What follows belongs to an exercise in optimizing a design on an open flow for small area, a short achievable clock period and few clock cycles; a production flow would make more cautious choices.
In this exercise RTL edits were held to simulation tests only and were not proved equivalent to the original.
No activity file was given, so power comes from the tool's default toggle rates.

==> design.v <==
module onc_pp (
    input  wire        clk,
    input  wire        rst,
    input  wire        bus_en,
    input  wire        bus_we,
    input  wire [11:0] bus_addr,
    input  wire [7:0]  bus_wdata,
    output reg  [7:0]  bus_rdata,
    output wire        irq
);
    localparam [7:0] OP_NOP      = 8'h00;
    localparam [7:0] OP_PKT_PROC = 8'h10;
    function [6:0] dec8;
        input [7:0] s;
        reg [3:0] n, m;
        reg [2:0] h, l;
        reg hv, lv;
        begin
            n = s[7:4]; m = s[3:0];
            h[2] = (n == 4'h5) | (n == 4'h6) | (n == 4'h9) | (n == 4'hA);
            h[1] = (n == 4'h3) | (n == 4'hD) | (n == 4'h9) | (n == 4'hA);
            h[0] = (n == 4'hC) | (n == 4'hD) | (n == 4'h6) | (n == 4'hA);
            hv   = (n == 4'hB) | (n == 4'hC) | (n == 4'h3) | (n == 4'hD) | h[2];
            l[2] = (m == 4'h5) | (m == 4'h6) | (m == 4'h9) | (m == 4'h2);
            l[1] = (m == 4'h3) | (m == 4'hA) | (m == 4'h9) | (m == 4'h2);
            l[0] = (m == 4'hC) | (m == 4'hA) | (m == 4'h6) | (m == 4'h2);
            lv   = (m == 4'h4) | (m == 4'hC) | (m == 4'h3) | (m == 4'hA) | l[2];
            dec8 = {hv & lv, h, l};
        end
    endfunction
    function [7:0] crc_l8;
        input [63:0] x;
        begin
            crc_l8[0] = x[0] ^ x[6] ^ x[7] ^ x[8] ^ x[12] ^ x[14] ^ x[16] ^ x[18] ^ x[19] ^ x[21] ^ x[23] ^ x[28] ^ x[30] ^ x[31] ^ x[34] ^ x[35] ^ x[39] ^ x[40] ^ x[43] ^ x[45] ^ x[48] ^ x[49] ^ x[50] ^ x[52] ^ x[53] ^ x[54] ^ x[56] ^ x[60] ^ x[63];
            crc_l8[1] = x[0] ^ x[1] ^ x[6] ^ x[9] ^ x[12] ^ x[13] ^ x[14] ^ x[15] ^ x[16] ^ x[17] ^ x[18] ^ x[20] ^ x[21] ^ x[22] ^ x[23] ^ x[24] ^ x[28] ^ x[29] ^ x[30] ^ x[32] ^ x[34] ^ x[36] ^ x[39] ^ x[41] ^ x[43] ^ x[44] ^ x[45] ^ x[46] ^ x[48] ^ x[51] ^ x[52] ^ x[55] ^ x[56] ^ x[57] ^ x[60] ^ x[61] ^ x[63];
            crc_l8[2] = x[0] ^ x[1] ^ x[2] ^ x[6] ^ x[8] ^ x[10] ^ x[12] ^ x[13] ^ x[15] ^ x[17] ^ x[22] ^ x[24] ^ x[25] ^ x[28] ^ x[29] ^ x[33] ^ x[34] ^ x[37] ^ x[39] ^ x[42] ^ x[43] ^ x[44] ^ x[46] ^ x[47] ^ x[48] ^ x[50] ^ x[54] ^ x[57] ^ x[58] ^ x[60] ^ x[61] ^ x[62] ^ x[63];
            crc_l8[3] = x[1] ^ x[2] ^ x[3] ^ x[7] ^ x[9] ^ x[11] ^ x[13] ^ x[14] ^ x[16] ^ x[18] ^ x[23] ^ x[25] ^ x[26] ^ x[29] ^ x[30] ^ x[34] ^ x[35] ^ x[38] ^ x[40] ^ x[43] ^ x[44] ^ x[45] ^ x[47] ^ x[48] ^ x[49] ^ x[51] ^ x[55] ^ x[58] ^ x[59] ^ x[61] ^ x[62] ^ x[63];
            crc_l8[4] = x[2] ^ x[3] ^ x[4] ^ x[8] ^ x[10] ^ x[12] ^ x[14] ^ x[15] ^ x[17] ^ x[19] ^ x[24] ^ x[26] ^ x[27] ^ x[30] ^ x[31] ^ x[35] ^ x[36] ^ x[39] ^ x[41] ^ x[44] ^ x[45] ^ x[46] ^ x[48] ^ x[49] ^ x[50] ^ x[52] ^ x[56] ^ x[59] ^ x[60] ^ x[62] ^ x[63];
            crc_l8[5] = x[3] ^ x[4] ^ x[5] ^ x[9] ^ x[11] ^ x[13] ^ x[15] ^ x[16] ^ x[18] ^ x[20] ^ x[25] ^ x[27] ^ x[28] ^ x[31] ^ x[32] ^ x[36] ^ x[37] ^ x[40] ^ x[42] ^ x[45] ^ x[46] ^ x[47] ^ x[49] ^ x[50] ^ x[51] ^ x[53] ^ x[57] ^ x[60] ^ x[61] ^ x[63];
            crc_l8[6] = x[4] ^ x[5] ^ x[6] ^ x[10] ^ x[12] ^ x[14] ^ x[16] ^ x[17] ^ x[19] ^ x[21] ^ x[26] ^ x[28] ^ x[29] ^ x[32] ^ x[33] ^ x[37] ^ x[38] ^ x[41] ^ x[43] ^ x[46] ^ x[47] ^ x[48] ^ x[50] ^ x[51] ^ x[52] ^ x[54] ^ x[58] ^ x[61] ^ x[62];
            crc_l8[7] = x[5] ^ x[6] ^ x[7] ^ x[11] ^ x[13] ^ x[15] ^ x[17] ^ x[18] ^ x[20] ^ x[22] ^ x[27] ^ x[29] ^ x[30] ^ x[33] ^ x[34] ^ x[38] ^ x[39] ^ x[42] ^ x[44] ^ x[47] ^ x[48] ^ x[49] ^ x[51] ^ x[52] ^ x[53] ^ x[55] ^ x[59] ^ x[62] ^ x[63];
        end
    endfunction
    function [7:0] adv2;
        input [7:0] x;
        begin
            adv2[0] = x[0] ^ x[4] ^ x[6];
            adv2[1] = x[1] ^ x[4] ^ x[5] ^ x[6] ^ x[7];
            adv2[2] = x[0] ^ x[2] ^ x[4] ^ x[5] ^ x[7];
            adv2[3] = x[1] ^ x[3] ^ x[5] ^ x[6];
            adv2[4] = x[0] ^ x[2] ^ x[4] ^ x[6] ^ x[7];
            adv2[5] = x[1] ^ x[3] ^ x[5] ^ x[7];
            adv2[6] = x[2] ^ x[4] ^ x[6];
            adv2[7] = x[3] ^ x[5] ^ x[7];
        end
    endfunction
    function [7:0] adv6;
        input [7:0] x;
        begin
            adv6[0] = x[0] ^ x[3] ^ x[5];
            adv6[1] = x[1] ^ x[3] ^ x[4] ^ x[5] ^ x[6];
            adv6[2] = x[2] ^ x[3] ^ x[4] ^ x[6] ^ x[7];
            adv6[3] = x[0] ^ x[3] ^ x[4] ^ x[5] ^ x[7];
            adv6[4] = x[1] ^ x[4] ^ x[5] ^ x[6];
            adv6[5] = x[0] ^ x[2] ^ x[5] ^ x[6] ^ x[7];
            adv6[6] = x[1] ^ x[3] ^ x[6] ^ x[7];
            adv6[7] = x[2] ^ x[4] ^ x[7];
        end
    endfunction
    function [7:0] adv8;
        input [7:0] x;
        begin
            adv8[0] = x[0] ^ x[4] ^ x[7];
            adv8[1] = x[0] ^ x[1] ^ x[4] ^ x[5] ^ x[7];
            adv8[2] = x[1] ^ x[2] ^ x[4] ^ x[5] ^ x[6] ^ x[7];
            adv8[3] = x[2] ^ x[3] ^ x[5] ^ x[6] ^ x[7];
            adv8[4] = x[0] ^ x[3] ^ x[4] ^ x[6] ^ x[7];
            adv8[5] = x[1] ^ x[4] ^ x[5] ^ x[7];
            adv8[6] = x[2] ^ x[5] ^ x[6];
            adv8[7] = x[3] ^ x[6] ^ x[7];
        end
    endfunction
    function [7:0] kpost;
        input [15:0] x;
        begin
            kpost[0] = x[0] ^ x[7] ^ x[8] ^ x[15];
            kpost[1] = x[0] ^ x[1] ^ x[7] ^ x[8] ^ x[9] ^ x[15];
            kpost[2] = x[1] ^ x[2] ^ x[7] ^ x[9] ^ x[10] ^ x[15];
            kpost[3] = x[2] ^ x[3] ^ x[10] ^ x[11];
            kpost[4] = x[3] ^ x[4] ^ x[11] ^ x[12];
            kpost[5] = x[4] ^ x[5] ^ x[12] ^ x[13];
            kpost[6] = x[5] ^ x[6] ^ x[13] ^ x[14];
            kpost[7] = x[6] ^ x[7] ^ x[14] ^ x[15];
        end
    endfunction
    localparam [7:0] CR_S32 = 8'h3D, CR_L32 = 8'h10, CR_L8 = 8'h04;
    reg  [7:0] cmd_r;
    reg        busy, done, err, busy_wr;
    reg  [2:0] err_code;
    reg        irq_en;
    reg  [7:0] pkt_len;
    reg  [2:0] key_count, inv_key_count;
    reg        in_valid_digits;
    assign irq = irq_en & done;
    reg        r_ab;           
    reg        r_dig;          
    reg  [7:0] r_ferr;         
    reg  [7:0] r_pid;          
    reg        r_lok;          
    reg [11:0] r_rptr, r_dst, r_src;
    reg [35:0] r_nid;
    reg  [7:0] r_hrx, r_hcalc;
    reg  [5:0] r_hop;          
    reg  [2:0] r_kt;           
    reg  [7:0] r_prx, r_pcalc;
    reg        r_acc;          
    wire [7:0] r_pt1 = pld_v[8 +: 8];
    wire [7:0] r_pt2 = pld_v[16 +: 8];
    wire [7:0] r_pt3 = pld_v[24 +: 8];
    wire host_wr = bus_en &  bus_we;
    wire host_rd = bus_en & ~bus_we;
    wire a_lo     = (bus_addr[11:8] == 4'h0);
    wire a_cmd    = (bus_addr == 12'h000);
    wire a_status = (bus_addr == 12'h001);
    wire a_ctrl   = (bus_addr == 12'h003);
    wire a_pktlen = (bus_addr == 12'h004);
    wire a_kcnt   = (bus_addr == 12'h005);
    wire a_ikcnt  = (bus_addr == 12'h006);
    wire a_inflg  = (bus_addr == 12'h007);
    wire a_pkt    = (bus_addr[11:6] == 6'b0001_00);           
    wire a_key    = (bus_addr[11:9] == 3'b010) && (bus_addr[7:6] == 2'b00);  
    wire a_pld    = (bus_addr[11:8] == 4'h2) && (bus_addr[7:0] < 8'd33);
    wire idle_wr = host_wr & ~busy;
    localparam [2:0] S_IDLE = 3'd0, S_H0 = 3'd1, S_H1 = 3'd2, S_D = 3'd3,
                     S_KA = 3'd4, S_KB = 3'd5, S_X = 3'd6, S_END = 3'd7;
    reg  [2:0] state;
    reg  [2:0] w;              
    reg  [1:0] kidx;           
    reg  [7:0] crc;            
    reg  [7:0] ks;             
    reg        cmp_v;          
    reg  [1:0] kq;             
    reg  [7:0] lhs_q;          
    reg  [7:0] k0q;            
    reg        lastq;          
    localparam [3:0] T_NONE = 4'd0, T_H0 = 4'd1, T_H1 = 4'd2, T_DF = 4'd3, T_DM = 4'd4,
                     T_DL = 4'd5, T_KA1 = 4'd6, T_KS = 4'd7, T_KL = 4'd8;
    reg  [3:0] tmode;
    reg [63:0] cl_q;
    reg  [7:0] k0_2;           
    reg  [1:0] kq2;
    reg        last2;
    reg  [2:0] end_code;
    wire [511:0] pkt_v;        
    wire [1023:0] key_v;       
    wire [263:0] pld_v;
    genvar gi;
    generate
        for (gi = 0; gi < 64; gi = gi + 1) begin : g_pkt
            reg [7:0] b;
            always @(posedge clk)
                if (idle_wr && a_pkt && bus_addr[5:0] == gi)
                    b <= bus_wdata;
            assign pkt_v[8*gi +: 8] = b;
        end
        for (gi = 0; gi < 128; gi = gi + 1) begin : g_key
            reg [7:0] b;
            always @(posedge clk)
                if (idle_wr && a_key && {bus_addr[8], bus_addr[5:0]} == gi)
                    b <= bus_wdata;
            assign key_v[8*gi +: 8] = b;
        end
    endgenerate
    wire [2:0]  pw_sel = busy ? w : bus_addr[5:3];
    wire [63:0] pw_raw = pkt_v[64*pw_sel +: 64];      
    reg  [63:0] pw;                                   
    integer li;
    always @(*)
        for (li = 0; li < 8; li = li + 1)
            pw[63-8*li -: 8] = pw_raw[8*li +: 8];
    wire        ring = (r_pid[3:1] == 3'b111);         
    wire [2:0]  kw_sel = busy ? {ring, kidx} : {bus_addr[8], bus_addr[5:4]};
    wire [127:0] kw = key_v[128*kw_sel +: 128];        
    function symv;
        input [7:0] s;
        reg [3:0] n, m;
        begin
            n = s[7:4]; m = s[3:0];
            symv = ((n == 4'hB) | (n == 4'hC) | (n == 4'h3) | (n == 4'hD) |
                    (n == 4'h5) | (n == 4'h6) | (n == 4'h9) | (n == 4'hA)) &
                   ((m == 4'h4) | (m == 4'hC) | (m == 4'h3) | (m == 4'hA) |
                    (m == 4'h5) | (m == 4'h6) | (m == 4'h9) | (m == 4'h2));
        end
    endfunction
    wire [60:16] sv;
    generate
        for (gi = 16; gi < 61; gi = gi + 1) begin : g_sv
            assign sv[gi] = symv(pkt_v[8*gi +: 8]);
        end
    endgenerate
    wire pv_s = &sv[27:16];
    wire pv_l = pv_s & (&sv[59:28]);
    localparam [2:0] P_NONE = 3'd0, P_H0 = 3'd1, P_H1 = 3'd2, P_DF = 3'd3, P_DM = 3'd4, P_DL = 3'd5;
    reg [63:0] pw_q;
    reg  [2:0] wq;
    reg  [2:0] pmode;
    wire       p_d = (pmode == P_DF) || (pmode == P_DM) || (pmode == P_DL);
    reg  [47:0] wd;
    reg  [7:0]  wv;            
    always @(*)
        for (li = 0; li < 8; li = li + 1)
            {wv[li], wd[47-6*li -: 6]} = dec8(pw_q[63-8*li -: 8]);
    wire [6:0]  h_p14 = dec8(pkt_v[8*14 +: 8]);
    wire [6:0]  h_p15 = dec8(pkt_v[8*15 +: 8]);
    wire [11:0] h_pid   = {h_p14[5:0], h_p15[5:0]};
    wire        h_pidbad = ~(h_p14[6] & h_p15[6]) | (h_pid[11:8] != 4'd0);
    wire        h_kv    = ~h_pidbad & (h_pid[5:4] == 2'b00);
    wire        h_small = (h_pid[3:0] <= 4'd5);
    wire        h_mh    = h_pid[6];
    wire [7:0]  h_explen = h_small ? (8'd28 + {7'd0, h_mh}) : (8'd60 + {7'd0, h_mh});
    wire        h_lok   = (pkt_len == h_explen);
    wire        h_pvalid = h_small ? pv_s : pv_l;
    wire [6:0]  h_hopsym = dec8(h_small ? pkt_v[8*28 +: 8] : pkt_v[8*60 +: 8]);
    wire       e_small  = (r_pid[3:0] <= 4'd5);
    wire       e_stream = (r_pid[3:1] == 3'b101) || (r_pid[3:1] == 3'b110);
    wire [7:0] e_r      = e_stream ? 8'd8 : 8'd32;
    wire [7:0] e_cr     = e_small ? CR_S32 : (e_stream ? CR_L8 : CR_L32);
    wire [2:0] e_ringn  = ring ? inv_key_count : key_count;
    wire       e_lastk  = ({1'b0, kidx} + 3'd1 >= e_ringn);
    wire d_first = (w == 3'd2);
    wire d_last  = e_small ? (w == 3'd3) : (w == 3'd7);
    reg [63:0] cl;
    reg [3:0]  cmode;
    always @(*) begin
        cl    = 64'd0;
        cmode = T_NONE;
        case (state)
            S_KA: begin
                cl = {8'd0, kw[8*(1) +: 8], kw[8*(2) +: 8], kw[8*(3) +: 8], kw[8*(4) +: 8], kw[8*(5) +: 8], kw[8*(6) +: 8], kw[8*(7) +: 8]};
                cmode = e_small ? T_KS : T_KA1;
            end
            S_KB: begin cl = {kw[8*(8) +: 8], kw[8*(9) +: 8], kw[8*(10) +: 8], kw[8*(11) +: 8], kw[8*(12) +: 8], kw[8*(13) +: 8], kw[8*(14) +: 8], kw[8*(15) +: 8]}; cmode = T_KL; end
            default: ;
        endcase
    end
    reg [63:0] pl;
    always @(*) begin
        case (pmode)
            P_H0:    pl = {16'd0, pw_q[63:48], pw_q[31:0]};       
            P_H1:    pl = pw_q;                                    
            P_DF:    pl = {24'd0, wd[39:0]};                       
            P_DL:    pl = {48'd0, wd[47:32]};                      
            default: pl = {16'd0, wd};
        endcase
    end
    wire [7:0] tree = crc_l8((pmode != P_NONE) ? pl : cl_q);
    wire [7:0] k_lhs_s = tree ^ k0_2;                         
    wire [7:0] k_lhs_l = kpost({adv8(ks) ^ tree, k0_2});      
    wire [7:0] k_t     = crc ^ e_cr ^ pld_v[7:0] ^ e_r;        
    wire       k_match = (lhs_q == k_t);
    wire       k_issue = (state == S_KB) || (state == S_KA && e_small);
    wire        e_x = (state == S_X);
    generate
        for (gi = 0; gi < 33; gi = gi + 1) begin : g_pld
            reg [7:0] b;
            wire in_ct = (gi < 8) || (gi < 32 && !e_small);
            wire we = (p_d && wq == 3'd2 + gi / 6 && (gi < 9 || !e_small)) ||
                      (e_x && in_ct);
            always @(posedge clk)
                if (we)
                    b <= e_x ? (b ^ kw[8*(gi % 16) +: 8] ^ e_r) : wd[47-8*(gi%6) -: 8];
            assign pld_v[8*gi +: 8] = b;
        end
    endgenerate
    reg completing;
    reg fin;
    reg [2:0] fin_code;
    always @(posedge clk) begin
        if (rst) begin
            cmd_r <= 8'h00; busy <= 1'b0; done <= 1'b0; err <= 1'b0; busy_wr <= 1'b0;
            err_code <= 3'd0; irq_en <= 1'b0; pkt_len <= 8'h00;
            key_count <= 3'd0; inv_key_count <= 3'd0; in_valid_digits <= 1'b1;
            r_ab <= 1'b0; r_dig <= 1'b0;
            state <= S_IDLE; cmp_v <= 1'b0; tmode <= T_NONE; pmode <= P_NONE;
        end else begin
            completing = 1'b0;
            fin = 1'b0;
            fin_code = 3'd0;
            if (idle_wr) begin
                if (a_pktlen) pkt_len <= bus_wdata;
                if (a_kcnt)   key_count <= (bus_wdata > 8'd4) ? 3'd4 : bus_wdata[2:0];
                if (a_ikcnt)  inv_key_count <= (bus_wdata > 8'd4) ? 3'd4 : bus_wdata[2:0];
                if (a_inflg)  in_valid_digits <= bus_wdata[0];
                if (a_cmd) begin
                    cmd_r    <= bus_wdata;
                    done     <= 1'b0;
                    err      <= 1'b0;
                    err_code <= 3'd0;
                    busy     <= 1'b1;
                    if (bus_wdata == OP_PKT_PROC) begin
                        state    <= S_H0;
                        end_code <= 3'd0;
                    end else begin
                        state    <= S_END;
                        end_code <= (bus_wdata == OP_NOP) ? 3'd0 : 3'd1;
                    end
                end
            end
            if (host_wr && a_ctrl)
                irq_en <= bus_wdata[0];
            if (host_wr && busy && !a_status && !a_ctrl)
                busy_wr <= 1'b1;
            case (state)
                S_IDLE: ;
                S_H0: begin
                    if (pkt_len == 8'd0 || !in_valid_digits || pkt_len < 8'd16) begin
                        r_ab  <= 1'b1;
                        r_dig <= 1'b0;
                        fin = 1'b1;
                        fin_code = (pkt_len != 8'd0 && !in_valid_digits) ? 3'd6 : 3'd7;
                    end else begin
                        r_ab  <= 1'b0;
                        r_dig <= 1'b1;
                        state <= S_H1;
                    end
                end
                S_H1: begin
                    r_pid       <= h_pid[7:0];
                    r_ferr[5]   <= h_pidbad;
                    r_ferr[6]   <= h_kv & h_lok & h_mh & ~h_hopsym[6];
                    r_ferr[7]   <= h_kv & h_lok & ~h_pvalid;
                    r_lok   <= h_lok;
                    r_hop   <= h_hopsym[5:0];
                    r_kt    <= 3'd0;
                    r_acc   <= 1'b0;
                    if (h_kv & h_lok & h_pvalid)
                        state <= S_D;
                    else
                        state <= S_END;      
                end
                S_D: begin
                    if (d_last) begin
                        kidx  <= 2'd0;
                        cmp_v <= 1'b0;
                        if (e_ringn == 3'd0)
                            state <= S_END;
                        else
                            state <= S_KA;
                    end
                end
                S_KA: begin
                    if (!e_small)
                        state <= S_KB;
                end
                S_KB: ;
                S_X: begin
                    fin = 1'b1;
                end
                S_END: begin
                    if (!cmp_v && tmode != T_KA1 && tmode != T_KS && tmode != T_KL) begin
                        fin = 1'b1;
                        fin_code = end_code;
                    end
                end
                default: ;
            endcase
            if (pmode == P_H0) begin
                r_rptr       <= {wd[47-6*(0) -: 6], wd[47-6*(1) -: 6]};
                r_hrx        <= {wd[47-6*(2) -: 6], wd[47-6*(3) -: 6]};
                r_dst        <= {wd[47-6*(4) -: 6], wd[47-6*(5) -: 6]};
                r_nid[35:24] <= {wd[47-6*(6) -: 6], wd[47-6*(7) -: 6]};
                r_ferr[0]    <= ~(wv[0] & wv[1]);
                r_ferr[1]    <= ~(wv[2] & wv[3]) | (wd[47-6*(2) -: 6] >> 2 != 6'd0);
                r_ferr[2]    <= ~(wv[4] & wv[5]);
                r_ferr[3]    <= ~(wv[6] & wv[7]);
            end
            if (pmode == P_H1) begin
                r_nid[23:0]  <= {wd[47-6*(0) -: 6], wd[47-6*(1) -: 6], wd[47-6*(2) -: 6], wd[47-6*(3) -: 6]};
                r_src        <= {wd[47-6*(4) -: 6], wd[47-6*(5) -: 6]};
                r_ferr[3]    <= r_ferr[3] | ~(&wv[3:0]);
                r_ferr[4]    <= ~(wv[4] & wv[5]);
                r_hcalc      <= adv8(crc) ^ tree;
            end
            pmode <= (state == S_H0) ? P_H0 :
                     (state == S_H1) ? P_H1 :
                     (state == S_D)  ? (d_first ? P_DF : (d_last ? P_DL : P_DM)) : P_NONE;
            cmp_v <= 1'b0;
            case (tmode)
                T_KS, T_KL: begin
                    lhs_q <= (tmode == T_KS) ? k_lhs_s : k_lhs_l;
                    k0q   <= k0_2;
                    kq    <= kq2;
                    lastq <= last2;
                    cmp_v <= 1'b1;
                end
                default: ;
            endcase
            tmode <= cmode;
            cl_q  <= cl;
            if (k_issue) begin
                k0_2  <= kw[8*(0) +: 8];
                kq2   <= kidx;
                last2 <= e_lastk;
                kidx  <= kidx + 2'd1;
                state <= e_lastk ? S_END : S_KA;
            end
            if (cmp_v && state != S_X) begin
                r_kt    <= {1'b0, kq} + 3'd1;
                r_prx   <= pld_v[7:0] ^ k0q ^ e_r;
                r_pcalc <= crc ^ e_cr ^ lhs_q ^ k0q;
                if (k_match) begin
                    r_acc <= 1'b1;
                    kidx  <= kq;
                    cmp_v <= 1'b0;
                    tmode <= T_NONE;
                    state <= S_X;
                end else if (lastq) begin
                    fin = 1'b1;
                end
            end
            if (fin) begin
                completing = 1'b1;
                err_code <= fin_code;
                err      <= (fin_code != 3'd0);
                busy     <= 1'b0;
                state    <= S_IDLE;
                cmp_v    <= 1'b0;
                tmode    <= T_NONE;
                pmode    <= P_NONE;
            end
            if (host_wr && a_status) begin
                if (bus_wdata[1]) done <= 1'b0; else if (completing) done <= 1'b1;
                if (bus_wdata[2]) err  <= 1'b0;
                if (bus_wdata[3]) busy_wr <= 1'b0;
            end else if (completing) begin
                done <= 1'b1;
            end
        end
    end
    always @(posedge clk) begin
        if (idle_wr && a_cmd)
            w <= 3'd0;
        else if (state == S_H0 || state == S_H1 || state == S_D)
            w <= w + 3'd1;
        pw_q <= pw;
        wq   <= w;
        case (pmode)
            P_H0, P_DF: crc <= tree;
            P_DM:       crc <= adv6(crc) ^ tree;
            P_DL:       crc <= adv2(crc) ^ tree;
            default: ;
        endcase
        if (pmode == P_NONE && tmode == T_KA1)
            ks <= tree;
    end
    wire [7:0] q_ferr  = r_dig ? r_ferr : 8'd0;
    wire       q_pidok = r_dig & ~r_ferr[5];
    wire [7:0] q_pid   = q_pidok ? r_pid : 8'd0;
    wire       q_kv    = q_pidok & (r_pid[5:4] == 2'b00);
    wire [3:0] q_kind  = r_pid[3:0];
    wire       q_fpid  = q_kv & r_lok;
    wire       q_s7    = q_fpid & ~r_ferr[7];            
    wire       q_acc   = q_s7 & r_acc;
    wire       q_tried = q_s7 & (r_kt != 3'd0);
    wire       q_hcok  = r_dig & ~r_ferr[1] & (r_hrx == r_hcalc);
    wire       q_dec   = r_dig & (r_ferr == 8'd0);
    wire       q_k0    = (q_kind == 4'd0);
    wire       q_ack   = (q_kind == 4'd1) || (q_kind == 4'd4) || (q_kind == 4'd7) || (q_kind == 4'd11);
    wire       q_nack  = (q_kind == 4'd2) || (q_kind == 4'd5) || (q_kind == 4'd8) || (q_kind == 4'd12);
    wire       q_resp  = q_acc & (q_ack | q_nack);
    wire       q_parse = q_acc & q_k0 & (r_pt2 > 8'd3);
    wire       q_valid = r_dig & q_dec & q_hcok & q_fpid & q_acc;
    wire [7:0] q_flags = {q_parse, q_valid, q_acc, q_acc, q_fpid, q_hcok, q_dec, r_dig};
    wire       q_hops  = q_fpid & r_pid[6] & ~r_ferr[6];
    wire       q_small = (q_kind <= 4'd5);
    wire       q_inv   = (q_kind[3:1] == 3'b111);
    wire       q_strm  = (q_kind[3:1] == 3'b101) || (q_kind[3:1] == 3'b110);
    reg [3:0] q_fr;
    always @(*) begin
        if (r_ab)                    q_fr = 4'd9;
        else if (!r_dig)             q_fr = 4'd0;
        else if (r_ferr[5:0] != 0)   q_fr = 4'd1;
        else if (!q_hcok)            q_fr = 4'd2;
        else if (!q_kv)              q_fr = 4'd3;
        else if (!r_lok)             q_fr = 4'd4;
        else if (r_ferr[6])          q_fr = 4'd5;
        else if (r_ferr[7])          q_fr = 4'd6;
        else if (!r_acc)             q_fr = 4'd7;
        else if (q_parse)            q_fr = 4'd8;
        else                         q_fr = 4'd0;
    end
    wire [3:0] q_var =
        !q_acc                              ? 4'd0 :
        q_k0                                ? ((r_pt2 <= 8'd3) ? (r_pt2[3:0] + 4'd1) : 4'd0) :
        (q_kind == 4'd3)                    ? 4'd4 :
        (q_ack | q_nack)                    ? 4'd6 :
        (q_kind == 4'd6 || q_kind == 4'd9)  ? 4'd7 :
        (q_kind == 4'd10 || q_kind == 4'd13) ? 4'd8 : 4'd5;
    wire [7:0] pkt_byte = pw_raw[8*bus_addr[2:0] +: 8];
    wire [7:0] key_byte = kw[8*bus_addr[3:0] +: 8];
    wire [7:0] pld_byte = pld_v[8*bus_addr[5:0] +: 8];
    reg [7:0] rd_reg;
    always @(*) begin
        rd_reg = 8'h00;
        case (bus_addr[7:0])
            8'h00: rd_reg = cmd_r;
            8'h01: rd_reg = {4'd0, busy_wr, err, done, busy};
            8'h02: rd_reg = {5'd0, err_code};
            8'h03: rd_reg = {7'd0, irq_en};
            8'h04: rd_reg = pkt_len;
            8'h05: rd_reg = {5'd0, key_count};
            8'h06: rd_reg = {5'd0, inv_key_count};
            8'h07: rd_reg = {7'd0, in_valid_digits};
            8'h20: rd_reg = q_flags;
            8'h21: rd_reg = q_ferr;
            8'h22: rd_reg = {4'd0, q_fr};
            8'h23: rd_reg = q_pid;
            8'h24: rd_reg = q_kv ? {4'd0, q_kind} : 8'hFF;
            8'h25: rd_reg = {6'd0, q_pid[7:6]};
            8'h26: rd_reg = (r_dig & ~r_ferr[0]) ? r_rptr[7:0] : 8'd0;
            8'h27: rd_reg = (r_dig & ~r_ferr[0]) ? {4'd0, r_rptr[11:8]} : 8'd0;
            8'h28: rd_reg = (r_dig & ~r_ferr[2]) ? r_dst[7:0] : 8'd0;
            8'h29: rd_reg = (r_dig & ~r_ferr[2]) ? {4'd0, r_dst[11:8]} : 8'd0;
            8'h2A: rd_reg = (r_dig & ~r_ferr[4]) ? r_src[7:0] : 8'd0;
            8'h2B: rd_reg = (r_dig & ~r_ferr[4]) ? {4'd0, r_src[11:8]} : 8'd0;
            8'h2C: rd_reg = (r_dig & ~r_ferr[3]) ? r_nid[7:0] : 8'd0;
            8'h2D: rd_reg = (r_dig & ~r_ferr[3]) ? r_nid[15:8] : 8'd0;
            8'h2E: rd_reg = (r_dig & ~r_ferr[3]) ? r_nid[23:16] : 8'd0;
            8'h2F: rd_reg = (r_dig & ~r_ferr[3]) ? r_nid[31:24] : 8'd0;
            8'h30: rd_reg = (r_dig & ~r_ferr[3]) ? {4'd0, r_nid[35:32]} : 8'd0;
            8'h31: rd_reg = (r_dig & ~r_ferr[1]) ? r_hrx : 8'd0;
            8'h32: rd_reg = r_dig ? r_hcalc : 8'd0;
            8'h33: rd_reg = q_tried ? r_prx : 8'd0;
            8'h34: rd_reg = q_tried ? r_pcalc : 8'd0;
            8'h35: rd_reg = q_acc ? {6'd0, r_kt[1:0] - 2'd1} : 8'hFF;
            8'h36: rd_reg = {7'd0, q_s7 & q_inv};
            8'h37: rd_reg = {4'd0, q_var};
            8'h38: rd_reg = q_acc ? r_pt1 : 8'd0;
            8'h39: rd_reg = (q_acc & q_k0) ? r_pt2 : 8'd0;
            8'h3A: rd_reg = (q_acc & q_k0 & (r_pt2 == 8'd1)) ? r_pt3 : 8'd0;
            8'h3B: rd_reg = q_resp ? (q_ack ? 8'd1 : 8'd2) : 8'd0;
            8'h3C: rd_reg = q_resp ? r_pt2 : 8'd0;
            8'h3D: rd_reg = q_resp ? r_pt3 : 8'd0;
            8'h3E: rd_reg = q_resp ? 8'd4 : 8'd0;
            8'h3F: rd_reg = q_hops ? {5'd0, r_hop[5:3]} : 8'd0;
            8'h40: rd_reg = q_hops ? {5'd0, r_hop[2:0]} : 8'd0;
            8'h41: rd_reg = q_s7 ? (q_small ? 8'd9 : 8'd33) : 8'd0;
            8'h42: rd_reg = q_s7 ? (q_strm ? 8'd8 : 8'd32) : 8'd0;
            8'h43: rd_reg = q_s7 ? {5'd0, r_kt} : 8'd0;
            default: rd_reg = 8'h00;
        endcase
    end
    reg [7:0] rd_mux;
    always @(*) begin
        rd_mux = 8'h00;
        if (a_lo)        rd_mux = rd_reg;
        else if (a_pkt)  rd_mux = pkt_byte;
        else if (a_pld)  rd_mux = pld_byte;
        else if (a_key)  rd_mux = key_byte;
    end
    always @(posedge clk) begin
        if (rst)
            bus_rdata <= 8'h00;
        else if (host_rd)
            bus_rdata <= rd_mux;
    end
endmodule
==> run.sh <==
#!/bin/bash
# synth_recipe.tcl (not shown) runs the flow's synth.tcl, then flattens the netlist and writes it again
# the make line also repeats each setting of config.mk as NAME=value (left out here)
make -C /OpenROAD-flow-scripts/flow DESIGN_CONFIG=/design/flow/config.mk WORK_HOME=/design/flow/orfs CLKGATE_MAP_FILE= SYNTH_SCRIPT=/design/flow/synth_recipe.tcl finish
==> config.mk <==
export PLATFORM = sky130hd
export DESIGN_NAME = onc_pp
export DESIGN_NICKNAME = onc_pp
export VERILOG_FILES = /design/flow/design.v
export SDC_FILE = /design/flow/constraint.sdc
export NUM_CORES = 4
export LEC_CHECK = 0
export CAP_MARGIN = 20
export CORE_MARGIN = 2
export CORE_UTILIZATION = 40
export PLACE_DENSITY = 0.6
export SETUP_SLACK_MARGIN = 5
export SLEW_MARGIN = 20
==> constraint.sdc <==
create_clock -name core_clock -period 10.0 [get_ports {clk}]
set_input_delay 2.0000 -clock core_clock [delete_from_list [all_inputs] [get_ports {clk}]]
set_output_delay 2.0000 -clock core_clock [all_outputs]
set_load 0.01 [all_outputs]
==> results of run 1 <==
logic make-up after synthesis:
family                   after synthesis  share of synthesized area (%)
adder cells (fa/ha/maj)               74                         0.7617
buffers and inverters                524                          2.132
flip-flops                          2164                          63.03
XOR/XNOR                             611                          5.710
AND/OR/NAND/NOR                     2115                          9.182
multiplexers                         482                          8.849
AO/OA/AOI/OAI                       1633                          10.33
state kept, by name, summed over array words and instances, names as in the netlist, 12 cells and up:
register and cells:
pw_q 64, g_pkt.b 512, r_dst 12, r_nid 36
g_key.b 1024, r_rptr 12, r_src 12, g_pld.b 264
cl_q 64
cell type report:
cell class | instances | area share (%)
Inverter | 53 | 0.1772
Multi-Input combinational cell | 4922 | 31.65
Antenna cell | 12 | 0.02626
Timing Repair Buffer | 292 | 2.271
Tap cell | 3348 | 3.663
Clock inverter | 139 | 1.296
Clock buffer | 275 | 5.142
Sequential cell | 2164 | 55.78
through the flow:
step	cell area, um2	total power, mW	instances	util, %	setup slack [ns]
after global placement	105900	18.55	10748	42.13	2.504
after global routing	114300	27.91	11194	45.48	4.876
after floorplan	101200	16.33	7603	-	5.021
final	114400	27.14	11205	45.49	4.810
after CTS	113800	27.10	11171	45.26	4.715
after detailed placement	106000	18.63	10748	42.15	2.944
worst register-to-register path: stages (launching register included):
cell	delay, ns
sky130_fd_sc_hd__dfxtp_4	0.56
sky130_fd_sc_hd__buf_8	0.36
sky130_fd_sc_hd__nand2b_1	0.36
sky130_fd_sc_hd__buf_4	0.33
sky130_fd_sc_hd__a21o_1	0.28
sky130_fd_sc_hd__o22ai_1	0.17
sky130_fd_sc_hd__a21oi_1	0.31
sky130_fd_sc_hd__o32ai_1	0.14
sky130_fd_sc_hd__a31oi_2	0.52
sky130_fd_sc_hd__xnor2_1	0.19
sky130_fd_sc_hd__xnor2_1	0.54
sky130_fd_sc_hd__xnor2_2	0.33
sky130_fd_sc_hd__xnor3_1	0.43
sky130_fd_sc_hd__nand2_1	0.09
sky130_fd_sc_hd__xnor2_1	0.07
worst paths after layout:
path	to	start	cells past startpoint
max	bus_rdata[7]	bus_addr[6]	12
min	lastq	last2	0
max reg2reg	lhs_q[0]	pmode[1]	14
min reg2reg	lastq	last2	0
cell usage in the layout (no fill, tap or decap), drive strengths merged, types with 119 or more instances in the layout:
cell,instances
a211oi,150
a21oi,341
a31oi,119
buf,270
clkbuf,279
dfxtp,120
edfxtp,2044
mux2i,135
mux4,327
nand2,916
nand3,280
nor2,543
o21ai,415
o22ai,140
xnor2,353
xor2,240
power groups by stage:
stage,Sequential (mW),Clock [mW],Combinational (mW)
finish,10.9,8.48,7.78
global route,10.9,8.87,8.17
CTS,10.9,8.52,7.72
detailed placement,11.1,0,7.58
global placement,11.1,0,7.49
floorplan,10.9,0,5.47
repair_timing:
action	in CTS	in global routing
gates resized for setup	76	77
endpoints found under the setup margin	366	356
hold buffers	0	0
setup buffers	4	15
gates cloned	5	5
pin swaps	1	4
routing by layer:
layer  track usage (%)  part of all wire, %  wire length (um)  vias to the layer above
met5                 0                0.042               174                        -
met4             15.94                  6.3             26360                       24
met3             9.975                   14             56370                     1232
met2             44.63                   42            173700                     5694
met1             42.88                   38            158900                    37474
li1                  -                    -                 -                    29378
==> results_dict.tcl, run 1 <==
set metrics [dict create \
    crit_path_cell_trace "clkdlybuf4s50_1, nor2_2, nand3_1, nor2_1, o211ai_1, nor2_1, a22oi_1, nand3_1, a211oi_2, o221ai_1, a21oi_1, a21oi_1" \
    drive_gt1_share_pct 15.07 \
    setup-tns-final_ns 0 \
    rows 184 \
    ff_latch_area_um2 63790 \
    postRouteWirelength_um 415400 \
    leakagePower_nw 36.84 \
    max_cap_violations 0 \
    worstHoldPathType "reg2reg" \
    combined_area_of_the_multi_input_logic_cells_um2 36190 \
    setup-violations-final 0 \
    coreArea_um2 251400 \
    synth_area_leader "sky130_fd_sc_hd__edfxtp_1" \
    grt_setup_unrepaired "yes" \
    fin_crit_sh_pct 51.90 \
    p_seq_share_pct 40.1 \
    timing.final.crit_period_ns 5.190 \
    top_level_ports 33 \
    hold_slack_ns 0.4200 \
    asyncSetResetFlopFracSynth_pct 0 \
    drt.antenna.violating_nets 0 \
    initial_utilization_pct 40.25 \
    design.final.nets 7691 \
    regToRegSetupSlack_ns 5.07 \
    placement.io_buffers 32 \
    worst_slew_pin_slew_ns 1.330 \
    yosys.cell_count.top_type "sky130_fd_sc_hd__edfxtp_1" \
    synth.distinct_cells 109 \
    max_stage_delay_ns 0.66 \
    post_drt_wl_per_cell_um 37.08 \
    dieWidth_um 507.0 \
    detail_route.first_pass.iterations 7 \
    max_freq_mhz 192.7 \
    finalHoldViolations 0 \
    worst_clock_skew_ns 0.08427 \
    route.detailed.drc 0 \
    ctsHtreeMaxLevel 4 \
    ctsLongestPathBuffers 3 \
    number_of_global_route_vias_before_repair 68239 \
    result_of_the_run "no timing/DRC/antenna violations" \
    sink_count_of_the_clock_tree 2164 \
    synth_cells 7603 \
    detailed_place_hpwl_um 284300 \
    maxSlewViolCount 0 \
    flow.area_growth_from_synthesis_pct 13.02 \
    combinationalPowerShare_pct 28.7 \
    clock_tree_from_tritoncts "built" \
    crit_arrival_ns 6.02 \
    drt-initial-drc-count 13207 \
    seq_area_frac_synth_pct 63.03 \
    routed-via-count 73802 \
    power.switching_fraction_pct 31.15 \
    detail_route.vias_per_cell 6.587 \
    cts_root_buf "sky130_fd_sc_hd__clkbuf_16" \
    cts.reportedPaths.clkPinSlew_ns 0.06 \
    synth_nets 7639 \
    kind_of_capture_point_of_the_worst_setup_path "flip-flop" \
    synth_flop_cell "sky130_fd_sc_hd__edfxtp_1" \
    worst-path-max-fanout 9 \
    synth-seq-cells 2164 \
    synth_largest_type_area_fraction_pct 60.66 \
    global_route_congestion_overflow_total 0 \
    synth_area_leaders "sky130_fd_sc_hd__edfxtp_1, sky130_fd_sc_hd__mux4_2, sky130_fd_sc_hd__nand2_1" \
    critical-path-slowest-cell "sky130_fd_sc_hd__clkdlybuf4s50_1" \
    gpl.final_weighted_congestion 1.048 \
    timing.slew.headroom_pct 11.26 \
    crit_path_start_kind "input pin" \
    grt_pass1_wl_um 564600 \
    p_sw_mw 8.455 \
    timing_worst_setup_path_type "in2reg" \
    grt_start_max_net_pins 197 \
    cts_inserted_buffers 222 \
    syn_area_um2 101200 \
    netlist_top_cells_count "sky130_fd_sc_hd__edfxtp_1, sky130_fd_sc_hd__nand2_1, sky130_fd_sc_hd__nor2_1, sky130_fd_sc_hd__o21ai_0, sky130_fd_sc_hd__xnor2_1" \
    worst-endpoint-required_ns 10.83 \
    vdd.ir_drop.worst_mv 0.6355 \
    cellPowerDensity_nw_per_um2 237.3 \
    synth.yosys.warnings 1 \
    track_usage_pct 31.32 \
    die_height_um 507.0 \
    power_frac_clock_pct 31.3 \
    internal_power_mw 18.68 \
    number_of_antenna_violations_at_the_first_check_in_global_routing 43 \
    syn-mean-instance-area_um2 13.31 \
    timing.critical_path.max_delay_family "simple AND/OR/NAND/NOR gates" \
    synth_enable_flop_cells 2044 \
    clkLatencyLatePin_ns 0.91 \
    num-fill-cells 22378 \
    die_area_um2 257000 \
    cp.buffers_inverters 1 \
]
Testbench counts, summed over its fixed seeds: cycles 44,932.
==> run 2, diff against run 1 <==
--- a/config.mk
+++ b/config.mk
@@ -7,7 +7,7 @@
 export LEC_CHECK = 0
 export CAP_MARGIN = 20
 export CORE_MARGIN = 2
-export CORE_UTILIZATION = 40
-export PLACE_DENSITY = 0.6
+export CORE_UTILIZATION = 55
+export PLACE_DENSITY = 0.7
 export SETUP_SLACK_MARGIN = 5
 export SLEW_MARGIN = 20
==> run 2 against run 1 <==
Effect of this change: clock skew is 0.0020 ns lower; largest cell class unchanged; cell area down 0.91%; highest routed layer unchanged; core utilization grew 16 points; flip-flop and latch count is the same.
==> results_dict.tcl, run 2 <==
set metrics [dict create \
    hold_slack_ns 0.4176 \
    drive_gt1_share_pct 15.64 \
    layout_commonest_cell "sky130_fd_sc_hd__edfxtp_1" \
    max_stage_delay_ns 0.56 \
    fin_crit_sh_pct 53.07 \
    holdPathStages 0 \
    finalHoldViolations 0 \
    ctsHtreeMaxLevel 4 \
    drt.antenna.violating_nets 0 \
    number_of_global_route_vias_before_repair 68328 \
    synth-seq-cells 2164 \
    timing.slew.headroom_pct 14.96 \
    utilization_pct 61.97 \
    yosys.cell_count.top_type "sky130_fd_sc_hd__edfxtp_1" \
    critical-path-top-cell-by-count "sky130_fd_sc_hd__buf_4" \
    result_of_the_run "no timing/DRC/antenna violations" \
    detail_route.vias_per_cell 7.115 \
    cts_inserted_buffers 216 \
    worst_slack_ns 4.693 \
    maxSlewViolCount 0 \
    detailed_place_hpwl_um 264300 \
    r2r_cells 11 \
    p_sw_mw 8.167 \
    max_freq_mhz 188.4 \
    setup.worst_path.end "bus_rdata[7]" \
    crit_path_start_kind "input pin" \
    p_seq_share_pct 40.7 \
    track_usage_pct 40.84 \
    sink_count_of_the_clock_tree 2164 \
    cts_hold_buffers 0 \
    detailedPlace.worstSlack_ns 2.576 \
    detail_route.first_pass.iterations 15 \
    internal_power_mw 18.52 \
    gpl.final_weighted_congestion 1.190 \
    crit_path_cell_trace "buf_4, nor2b_4, buf_4, a21oi_1, buf_4, nor2_1, buf_4, nand3_1, and4_1, mux4_2, mux2_2, a21oi_1, a21oi_1" \
    syn-mean-instance-area_um2 13.31 \
    die_area_um2 187400 \
    kind_of_capture_point_of_the_worst_setup_path "flip-flop" \
    regToRegSetupSlack_ns 4.90 \
    design.final.nets 7694 \
    max_cap_violations 0 \
    grt_setup_unrepaired "yes" \
    synth.yosys.warnings 1 \
    power_frac_clock_pct 31.0 \
    timing_worst_setup_path_type "in2reg" \
    grt_start_max_net_pins 225 \
    timing.rr.end "bus_rdata[7]" \
    vdd.ir_drop.worst_mv 0.8278 \
    power.switching_fraction_pct 30.60 \
    number_of_antenna_violations_at_the_first_check_in_global_routing 31 \
    cts.reportedPaths.clkPinSlew_ns 0.07 \
    mostFrequentLayoutCells "sky130_fd_sc_hd__edfxtp_1, sky130_fd_sc_hd__nand2_1, sky130_fd_sc_hd__nor2_1, sky130_fd_sc_hd__o21ai_0, sky130_fd_sc_hd__xnor2_1" \
    setup-violations-final 0 \
    cellPowerDensity_nw_per_um2 235.5 \
    worstHoldPathType "reg2reg" \
    layout_top_registers "g_key.b x1024, g_pkt.b x512, g_pld.b x264" \
    dieWidth_um 432.9 \
    clkLatencyLatePin_ns 0.92 \
    worst_slew_pin_slew_ns 1.270 \
    initial_utilization_pct 55.33 \
    synth_largest_type_area_fraction_pct 60.66 \
    route.detailed.drc 0 \
    rows 157 \
    placement.io_buffers 32 \
    top_level_ports 33 \
    max_reg_flops 1024 \
    leakagePower_nw 36.81 \
    ctsLongestPathBuffers 3 \
    die_height_um 432.9 \
    drt-initial-drc-count 13366 \
    combinationalPowerShare_pct 28.3 \
    postRouteWirelength_um 386700 \
    worst-endpoint-required_ns 10.80 \
    crit_start "bus_addr[4]" \
    grt_pass1_wl_um 529800 \
    largest-register "g_key.b" \
    synth_area_leaders "sky130_fd_sc_hd__edfxtp_1, sky130_fd_sc_hd__mux4_2, sky130_fd_sc_hd__nand2_1" \
    cts_root_buf "sky130_fd_sc_hd__clkbuf_16" \
    clock_tree_from_tritoncts "built" \
    flow.area_growth_from_synthesis_pct 12.00 \
    setup-tns-final_ns 0 \
    worst-path-max-fanout 22 \
    post_drt_wl_per_cell_um 37.46 \
    syn_area_um2 101200 \
    synth_cells 7603 \
    routed-via-count 73460 \
    netlist_top_cells_count "sky130_fd_sc_hd__edfxtp_1, sky130_fd_sc_hd__nand2_1, sky130_fd_sc_hd__nor2_1, sky130_fd_sc_hd__o21ai_0, sky130_fd_sc_hd__xnor2_1" \
    synth_area_leader "sky130_fd_sc_hd__edfxtp_1" \
    crit_arrival_ns 6.11 \
    synth_nets 7639 \
    global_route_congestion_overflow_total 0 \
    timing.final.crit_period_ns 5.307 \
    critical-path-slowest-cell "sky130_fd_sc_hd__mux4_2" \
    asyncSetResetFlopFracSynth_pct 0 \
    seq_area_frac_synth_pct 63.03 \
    synth_enable_flop_cells 2044 \
    synth_flop_cell "sky130_fd_sc_hd__edfxtp_1" \
    worst_clock_skew_ns 0.08231 \
    rr_startpoint "busy" \
    hold_path.startpoint "last2" \
    synth.distinct_cells 109 \
    coreArea_um2 182900 \
]
run 2: area by class of cell:
| cell class | instances | area, um2 |
|---|---|---|
| antenna | 24 | 60.06 |
| clock buffer | 262 | 5720 |
| clock inverter | 135 | 1414 |
| fill | 13624 | 69550 |
| inverter | 53 | 211.5 |
| multi-input combinational | 4922 | 36320 |
| sequential | 2164 | 63790 |
| tap | 2464 | 3083 |
| timing repair buffer | 300 | 2723 |
| timing repair inverter | 1 | 5.005 |
run 2: what timing repair did:
action | 4_1_cts | 5_1_grt
setup buffers | 7 | 6
endpoints found under the setup margin | 596 | 1043
pin swaps | 4 | 3
cloned | 6 | 5
resized for setup | 96 | 107
run 2: kinds of logic after synthesis:
| group | share of synthesized area (%) |
|---|---|
| flops | 63.03 |
| buf+inv | 2.132 |
| fa+ha+maj | 0.7617 |
| simple gates | 9.182 |
| xor+xnor | 5.710 |
| mux | 8.849 |
| compound gates | 10.33 |
run 2: per-stage QoR:
stage	power, mW	instances	cell area (um2)
after detailed placement	18.40	9879	105000
after global routing	27.48	10302	113300
final	26.69	10325	113300
after CTS	26.59	10289	112700
after floorplan	16.33	7603	101200
after global placement	18.36	9878	105000
run 2: per-layer routing:
layer	vias up	share of wire (%)	track usage, %
met5	-	0.18	1.509
met4	34	7.8	24.87
met3	1473	15	16.09
met2	6176	42	57.17
met1	36372	35	53.42
li1	29405	-	-
run 2: worst min-delay path by stage:
stage                     slack (ns)    end
final                           0.42  lastq
after global routing            0.44  kq[0]
after CTS                       0.42  lastq
after detailed placement        0.40  lastq
after global placement          0.40  kq[0]
after floorplan                 0.35  wq[0]
run 2: critical path: cells and delay by family:
kind	cells	cell delay, ns
multiplexers	2	0.90
AND/OR/NAND/NOR	4	1.24
AO/OA/AOI/OAI	3	0.63
buffers and inverters	4	1.24
run 2: power by group through the flow:
stage / Sequential (mW) / Combinational [mW] / Clock, mW
6_report: 10.9 / 7.56 / 8.27
3_5_place_dp: 11.0 / 7.38 / 0
3_3_place_gp: 11.0 / 7.34 / 0
5_1_grt: 10.9 / 8.03 / 8.59
2_1_floorplan: 10.9 / 5.47 / 0
4_1_cts: 10.8 / 7.49 / 8.26
==> run 3, diff against run 2 <==
--- a/design.v
+++ b/design.v
@@ -138,11 +138,6 @@
     reg  [1:0] kidx;           
     reg  [7:0] crc;            
     reg  [7:0] ks;             
-    reg        cmp_v;          
-    reg  [1:0] kq;             
-    reg  [7:0] lhs_q;          
-    reg  [7:0] k0q;            
-    reg        lastq;          
     localparam [3:0] T_NONE = 4'd0, T_H0 = 4'd1, T_H1 = 4'd2, T_DF = 4'd3, T_DM = 4'd4,
                      T_DL = 4'd5, T_KA1 = 4'd6, T_KS = 4'd7, T_KL = 4'd8;
     reg  [3:0] tmode;
@@ -257,15 +252,19 @@
     wire [7:0] k_lhs_s = tree ^ k0_2;                         
     wire [7:0] k_lhs_l = kpost({adv8(ks) ^ tree, k0_2});      
     wire [7:0] k_t     = crc ^ e_cr ^ pld_v[7:0] ^ e_r;        
-    wire       k_match = (lhs_q == k_t);
+    wire       k_tk    = (tmode == T_KS) || (tmode == T_KL);    
+    wire [7:0] k_lhs   = (tmode == T_KS) ? k_lhs_s : k_lhs_l;
+    wire       k_match = (k_lhs == k_t);
     wire       k_issue = (state == S_KB) || (state == S_KA && e_small);
-    wire        e_x = (state == S_X);
+    wire        e_xl = k_tk && last2;
+    wire        e_x  = (state == S_X) || e_xl;
+    wire        e_xw = (state == S_X) || (e_xl && k_match);
     generate
         for (gi = 0; gi < 33; gi = gi + 1) begin : g_pld
             reg [7:0] b;
             wire in_ct = (gi < 8) || (gi < 32 && !e_small);
             wire we = (p_d && wq == 3'd2 + gi / 6 && (gi < 9 || !e_small)) ||
-                      (e_x && in_ct);
+                      (e_xw && in_ct);
             always @(posedge clk)
                 if (we)
                     b <= e_x ? (b ^ kw[8*(gi % 16) +: 8] ^ e_r) : wd[47-8*(gi%6) -: 8];
@@ -281,7 +280,7 @@
             err_code <= 3'd0; irq_en <= 1'b0; pkt_len <= 8'h00;
             key_count <= 3'd0; inv_key_count <= 3'd0; in_valid_digits <= 1'b1;
             r_ab <= 1'b0; r_dig <= 1'b0;
-            state <= S_IDLE; cmp_v <= 1'b0; tmode <= T_NONE; pmode <= P_NONE;
+            state <= S_IDLE; tmode <= T_NONE; pmode <= P_NONE;
         end else begin
             completing = 1'b0;
             fin = 1'b0;
@@ -298,7 +297,7 @@
                     err_code <= 3'd0;
                     busy     <= 1'b1;
                     if (bus_wdata == OP_PKT_PROC) begin
-                        state    <= S_H0;
+                        state    <= S_H1;
                         end_code <= 3'd0;
                     end else begin
                         state    <= S_END;
@@ -312,18 +311,6 @@
                 busy_wr <= 1'b1;
             case (state)
                 S_IDLE: ;
-                S_H0: begin
-                    if (pkt_len == 8'd0 || !in_valid_digits || pkt_len < 8'd16) begin
-                        r_ab  <= 1'b1;
-                        r_dig <= 1'b0;
-                        fin = 1'b1;
-                        fin_code = (pkt_len != 8'd0 && !in_valid_digits) ? 3'd6 : 3'd7;
-                    end else begin
-                        r_ab  <= 1'b0;
-                        r_dig <= 1'b1;
-                        state <= S_H1;
-                    end
-                end
                 S_H1: begin
                     r_pid       <= h_pid[7:0];
                     r_ferr[5]   <= h_pidbad;
@@ -337,11 +324,19 @@
                         state <= S_D;
                     else
                         state <= S_END;      
+                    if (pkt_len == 8'd0 || !in_valid_digits || pkt_len < 8'd16) begin
+                        r_ab  <= 1'b1;
+                        r_dig <= 1'b0;
+                        fin = 1'b1;
+                        fin_code = (pkt_len != 8'd0 && !in_valid_digits) ? 3'd6 : 3'd7;
+                    end else begin
+                        r_ab  <= 1'b0;
+                        r_dig <= 1'b1;
+                    end
                 end
                 S_D: begin
                     if (d_last) begin
                         kidx  <= 2'd0;
-                        cmp_v <= 1'b0;
                         if (e_ringn == 3'd0)
                             state <= S_END;
                         else
@@ -357,7 +352,7 @@
                     fin = 1'b1;
                 end
                 S_END: begin
-                    if (!cmp_v && tmode != T_KA1 && tmode != T_KS && tmode != T_KL) begin
+                    if (tmode != T_KA1 && !k_tk) begin
                         fin = 1'b1;
                         fin_code = end_code;
                     end
@@ -381,40 +376,30 @@
                 r_ferr[4]    <= ~(wv[4] & wv[5]);
                 r_hcalc      <= adv8(crc) ^ tree;
             end
-            pmode <= (state == S_H0) ? P_H0 :
+            pmode <= (idle_wr && a_cmd && bus_wdata == OP_PKT_PROC) ? P_H0 :
                      (state == S_H1) ? P_H1 :
                      (state == S_D)  ? (d_first ? P_DF : (d_last ? P_DL : P_DM)) : P_NONE;
-            cmp_v <= 1'b0;
-            case (tmode)
-                T_KS, T_KL: begin
-                    lhs_q <= (tmode == T_KS) ? k_lhs_s : k_lhs_l;
-                    k0q   <= k0_2;
-                    kq    <= kq2;
-                    lastq <= last2;
-                    cmp_v <= 1'b1;
-                end
-                default: ;
-            endcase
             tmode <= cmode;
-            cl_q  <= cl;
             if (k_issue) begin
                 k0_2  <= kw[8*(0) +: 8];
                 kq2   <= kidx;
                 last2 <= e_lastk;
-                kidx  <= kidx + 2'd1;
+                kidx  <= e_lastk ? kidx : kidx + 2'd1;
                 state <= e_lastk ? S_END : S_KA;
             end
-            if (cmp_v && state != S_X) begin
-                r_kt    <= {1'b0, kq} + 3'd1;
-                r_prx   <= pld_v[7:0] ^ k0q ^ e_r;
-                r_pcalc <= crc ^ e_cr ^ lhs_q ^ k0q;
+            if (k_tk) begin
+                r_kt    <= {1'b0, kq2} + 3'd1;
+                r_prx   <= pld_v[7:0] ^ k0_2 ^ e_r;
+                r_pcalc <= crc ^ e_cr ^ k_lhs ^ k0_2;
                 if (k_match) begin
                     r_acc <= 1'b1;
-                    kidx  <= kq;
-                    cmp_v <= 1'b0;
+                    kidx  <= kq2;
                     tmode <= T_NONE;
-                    state <= S_X;
-                end else if (lastq) begin
+                    if (last2)
+                        fin = 1'b1;          
+                    else
+                        state <= S_X;
+                end else if (last2) begin
                     fin = 1'b1;
                 end
             end
@@ -424,7 +409,6 @@
                 err      <= (fin_code != 3'd0);
                 busy     <= 1'b0;
                 state    <= S_IDLE;
-                cmp_v    <= 1'b0;
                 tmode    <= T_NONE;
                 pmode    <= P_NONE;
             end
@@ -439,11 +423,12 @@
     end
     always @(posedge clk) begin
         if (idle_wr && a_cmd)
-            w <= 3'd0;
+            w <= 3'd1;
         else if (state == S_H0 || state == S_H1 || state == S_D)
             w <= w + 3'd1;
         pw_q <= pw;
         wq   <= w;
+        cl_q <= cl;
         case (pmode)
             P_H0, P_DF: crc <= tree;
             P_DM:       crc <= adv6(crc) ^ tree;
--- a/config.mk
+++ b/config.mk
@@ -7,7 +7,10 @@
 export LEC_CHECK = 0
 export CAP_MARGIN = 20
 export CORE_MARGIN = 2
-export CORE_UTILIZATION = 55
-export PLACE_DENSITY = 0.7
+export CORE_UTILIZATION = 40
+export CTS_BUF_LIST = sky130_fd_sc_hd__clkbuf_16
+export CTS_CLUSTER_DIAMETER = 100
+export CTS_CLUSTER_SIZE = 24
+export PLACE_DENSITY = 0.6
 export SETUP_SLACK_MARGIN = 5
 export SLEW_MARGIN = 20
==> run 3 against run 2 <==
Effect of this change: still clean; synthesized area fell by 3.8%; via count fell by 15%; sequential share of layout area rose by 0.92 points; non-clock buffer count rose by 117; hold slack improved by 0.042 ns; power fell by 28%; setup slack got worse by 0.021 ns; sequential power fell by 6%; cell area fell by 3.4%; critical endpoint is now g_pld[29].b[0]; largest cell class unchanged.
==> results_dict.tcl, run 3 <==
set metrics [dict create \
    cts.reportedPaths.clkPinSlew_ns 0.11 \
    top_level_ports 33 \
    layout_top_registers "g_key.b x1024, g_pkt.b x512, g_pld.b x264" \
    max_freq_mhz 187.7 \
    ff_latch_area_um2 62620 \
    synth_nets 6318 \
    yosys.cell_count.top_type "sky130_fd_sc_hd__edfxtp_1" \
    synth_cells 6284 \
    timing.critical_path.depth 19 \
    cts_hold_buffers 0 \
    synth-seq-cells 2144 \
    placement.io_buffers 32 \
    number_of_antenna_violations_at_the_first_check_in_global_routing 23 \
    setup.worst_path.end "g_pld[29].b[0]" \
    largest-register "g_key.b" \
    ctsHtreeMaxLevel 3 \
    grt_pass1_wl_um 484900 \
    drt-initial-drc-count 10050 \
    synth_largest_type_area_fraction_pct 60.46 \
    dieWidth_um 497.4 \
    coreArea_um2 242800 \
    gpl.final_weighted_congestion 1.066 \
    detail_route.first_pass.iterations 8 \
    leakagePower_nw 34.55 \
    timing_worst_setup_path_type "reg2reg" \
    layout_commonest_cell "sky130_fd_sc_hd__edfxtp_1" \
    critical-path-top-cell-by-count "sky130_fd_sc_hd__buf_12" \
    grt_start_max_net_pins 273 \
    cellPowerDensity_nw_per_um2 175.9 \
    result_of_the_run "no timing/DRC/antenna violations" \
    num-fill-cells 21132 \
    synth_area_leader "sky130_fd_sc_hd__edfxtp_1" \
    synth_area_leaders "sky130_fd_sc_hd__edfxtp_1, sky130_fd_sc_hd__mux4_2, sky130_fd_sc_hd__dfxtp_1" \
    grt_use_met2_pct 41.56 \
    grt_busiest_layer "met2" \
    synth_enable_flop_cells 1961 \
    max_reg_flops 1024 \
    cts_inserted_buffers 101 \
    track_usage_pct 27.83 \
    crit_start "pw_q[47]" \
    timing.rr.end "g_pld[29].b[0]" \
    setup-violations-final 0 \
    detailed_place_hpwl_um 244900 \
    kind_of_capture_point_of_the_worst_setup_path "flip-flop" \
    worst_clock_skew_ns 0.05648 \
    global_route_congestion_overflow_total 0 \
    synth.yosys.warnings 1 \
    setup-tns-final_ns 0 \
    design.final.nets 6488 \
    mostFrequentLayoutCells "sky130_fd_sc_hd__edfxtp_1, sky130_fd_sc_hd__mux4_2, sky130_fd_sc_hd__nor2_1, sky130_fd_sc_hd__o21ai_0, sky130_fd_sc_hd__xor2_1" \
    timing.critical_path.max_delay_family "compound AO/OA/AOI/OAI gates" \
    r2r_cells 19 \
    postRouteWirelength_um 356400 \
    regToRegSetupSlack_ns 4.67 \
    grtUsageMet1_pct 36.99 \
    rows 181 \
    worst-endpoint-required_ns 10.52 \
    drt.antenna.violating_nets 0 \
    timing.final.crit_period_ns 5.328 \
    routed-via-count 62566 \
    cts_root_buf "sky130_fd_sc_hd__clkbuf_16" \
    max_stage_delay_ns 0.71 \
    detailedPlace.worstSlack_ns 2.938 \
    cp.buffers_inverters 5 \
    sink_count_of_the_clock_tree 2144 \
    flow.area_growth_from_synthesis_pct 12.39 \
    timing.slew.headroom_pct 14.52 \
    seq_area_frac_synth_pct 64.22 \
    finalHoldViolations 0 \
    fin_crit_sh_pct 53.28 \
    worst_slack_ns 4.672 \
    crit_path_start_kind "flip-flop" \
    syn-mean-instance-area_um2 15.50 \
    grt.met3_usage_pct 6.966 \
    clock_tree_from_tritoncts "built" \
    die_height_um 497.4 \
    vdd.ir_drop.worst_mv 0.2333 \
    worstHoldPathType "reg2reg" \
    initial_utilization_pct 40.12 \
    maxSlewViolCount 0 \
    max_cap_violations 0 \
    detail_route.vias_per_cell 6.433 \
    drive_gt1_share_pct 21.78 \
    worst-path-max-fanout 8 \
    asyncSetResetFlopFracSynth_pct 0 \
    grt_setup_unrepaired "yes" \
    route.detailed.drc 0 \
    rr_startpoint "pw_q[47]" \
    combined_area_of_the_multi_input_logic_cells_um2 34950 \
    critical-path-slowest-cell "sky130_fd_sc_hd__o22ai_2" \
    synth_flop_cell "sky130_fd_sc_hd__edfxtp_1" \
    die_area_um2 247400 \
    post_drt_wl_per_cell_um 36.64 \
    clkLatencyLatePin_ns 0.84 \
    ctsLongestPathBuffers 3 \
    crit_arrival_ns 5.84 \
    synth.distinct_cells 107 \
    number_of_global_route_vias_before_repair 59576 \
    worst_slew_pin_slew_ns 1.282 \
    netlist_top_cells_count "sky130_fd_sc_hd__edfxtp_1, sky130_fd_sc_hd__mux4_2, sky130_fd_sc_hd__nor2_1, sky130_fd_sc_hd__o21ai_0, sky130_fd_sc_hd__xor2_1" \
    syn_area_um2 97390 \
    crit_path_cell_trace "nand2_1, o22ai_2, o22ai_1, a211o_1, xor2_1, xnor2_1, xnor3_2, xnor3_1, nor2_2, xnor3_2, xnor2_2, a21oi_2, a31oi_4, buf_12, buf_16, o32ai_4, buf_12, buf_12, buf_16" \
]
[run 3: final cells by class]
type | count | area share (%)
Antenna cell | 9 | 0.02058
Clock buffer | 102 | 2.332
Clock inverter | 62 | 0.3361
Inverter | 40 | 0.1463
Multi-Input combinational cell | 3749 | 31.93
Sequential cell | 2144 | 57.21
Tap cell | 3202 | 3.660
Timing Repair Buffer | 417 | 4.355
Timing Repair inverter | 1 | 0.006859
[run 3: worst min path at each step]
stage / startpoint / end / slack [ns] / cells past startpoint
final: cmd_r[4] / cmd_r[4] / 0.46 / 2
after global routing: cmd_r[4] / cmd_r[4] / 0.48 / 2
after CTS: cmd_r[4] / cmd_r[4] / 0.46 / 2
after detailed placement: cmd_r[4] / cmd_r[4] / 0.45 / 2
after global placement: cmd_r[4] / cmd_r[4] / 0.44 / 2
after floorplan: w[1] / wq[1] / 0.38 / 0
[run 3: cells by family (layout without fill, tap and decap cells)]
| family | after synthesis | after routing | synth area share, % |
|---|---|---|---|
| multiplexers | 772 | 772 | 14.17 |
| other | 0 | 9 | 0 |
| AO/OA/AOI/OAI | 1157 | 1159 | 7.599 |
| flip-flops | 2144 | 2144 | 64.22 |
| XOR/XNOR | 608 | 608 | 6.095 |
| AND/OR/NAND/NOR | 1132 | 1134 | 5.411 |
| adder cells (fa/ha/maj) | 76 | 76 | 0.8068 |
| buffers and inverters | 395 | 622 | 1.696 |
[run 3: repair_timing]
item	in CTS	in global routing
resized for setup	337	109
setup endpoints to repair	574	278
gates cloned	24	20
buffers inserted	102	41
pin swaps	53	29
[run 3: layer usage]
metal | up-vias | share of wire (%)
li1 | 25096 | -
met1 | 32378 | 38
met2 | 4132 | 44
met3 | 954 | 11
met4 | 6 | 7.4
met5 | - | 0.013
[run 3: power by group]
| group | leakage (nW) | internal [mW] | switching, mW |
|---|---|---|---|
| registers | 19.2 | 10.0 | 0.155 |
| logic | 13.8 | 1.94 | 2.34 |
| clock network | 1.61 | 1.92 | 2.91 |
| total | 34.6 | 13.8 | 5.41 |
[run 3: metrics by stage]
stage | power [mW] | utilization (%) | hold WS (ns) | instances | cell area, um2
floorplan | 12.68 | - | 0.3826 | 6284 | 97520
global placement | 13.85 | 42.06 | 0.4435 | 9366 | 102100
detailed placement | 13.83 | 42.07 | 0.4469 | 9366 | 102100
CTS | 18.99 | 44.55 | 0.4612 | 9656 | 108200
global route | 19.72 | 45.08 | 0.4767 | 9718 | 109400
finish | 19.26 | 45.09 | 0.4597 | 9726 | 109500
[run 3: worst reg2reg max path, stage by stage, from the launching register on]
cell and delay [ns]:
sky130_fd_sc_hd__dfxtp_1 0.59, sky130_fd_sc_hd__nand2_1 0.13, sky130_fd_sc_hd__o22ai_2 0.71, sky130_fd_sc_hd__o22ai_1 0.15
sky130_fd_sc_hd__a211o_1 0.35, sky130_fd_sc_hd__xor2_1 0.18, sky130_fd_sc_hd__xnor2_1 0.20, sky130_fd_sc_hd__xnor3_2 0.34
sky130_fd_sc_hd__xnor3_1 0.41, sky130_fd_sc_hd__nor2_2 0.15, sky130_fd_sc_hd__xnor3_2 0.37, sky130_fd_sc_hd__xnor2_2 0.15
sky130_fd_sc_hd__a21oi_2 0.21, sky130_fd_sc_hd__a31oi_4 0.14, sky130_fd_sc_hd__buf_12 0.17, sky130_fd_sc_hd__buf_16 0.13
sky130_fd_sc_hd__o32ai_4 0.14, sky130_fd_sc_hd__buf_12 0.19, sky130_fd_sc_hd__buf_12 0.15, sky130_fd_sc_hd__buf_16 0.16
Testbench counts of run 3, summed over its fixed seeds: cycles 44,124.

-- static timing again, ports no longer ideal --
How much do the figures lean on ideal ports? The routed layouts below were timed once more, with nothing changed but the port constraints. Step 1 assumes that a clkbuf_16 drives the clock port and a buf_2 every other input. Step 2 also shifts input and output timing later by t, the mid clock arrival at the registers, as if the neighbouring blocks saw the same clock. Three values: ideal ports, drivers, drivers and shift; two values: the first two.
| run | t, ns | setup slack, ns | worst setup path after step 2 | latest minus earliest clock arrival (ns) |
|---|---|---|---|---|
| run 1 | 0.960 | 4.810 / 4.864 / 3.904 | input to register | 0.090 / 0.090 |
| run 2 | 0.967 | 4.693 / 4.738 / 3.771 | input to register | 0.084 / 0.084 |
| run 3 | 0.899 | 4.672 / 4.672 / 3.928 | input to register | 0.059 / 0.059 |
After both steps setup and hold are still met in every run listed. The setup slack of run 2, which loses most, moves by +0.045 ns with the drivers and by -0.922 ns with both steps.
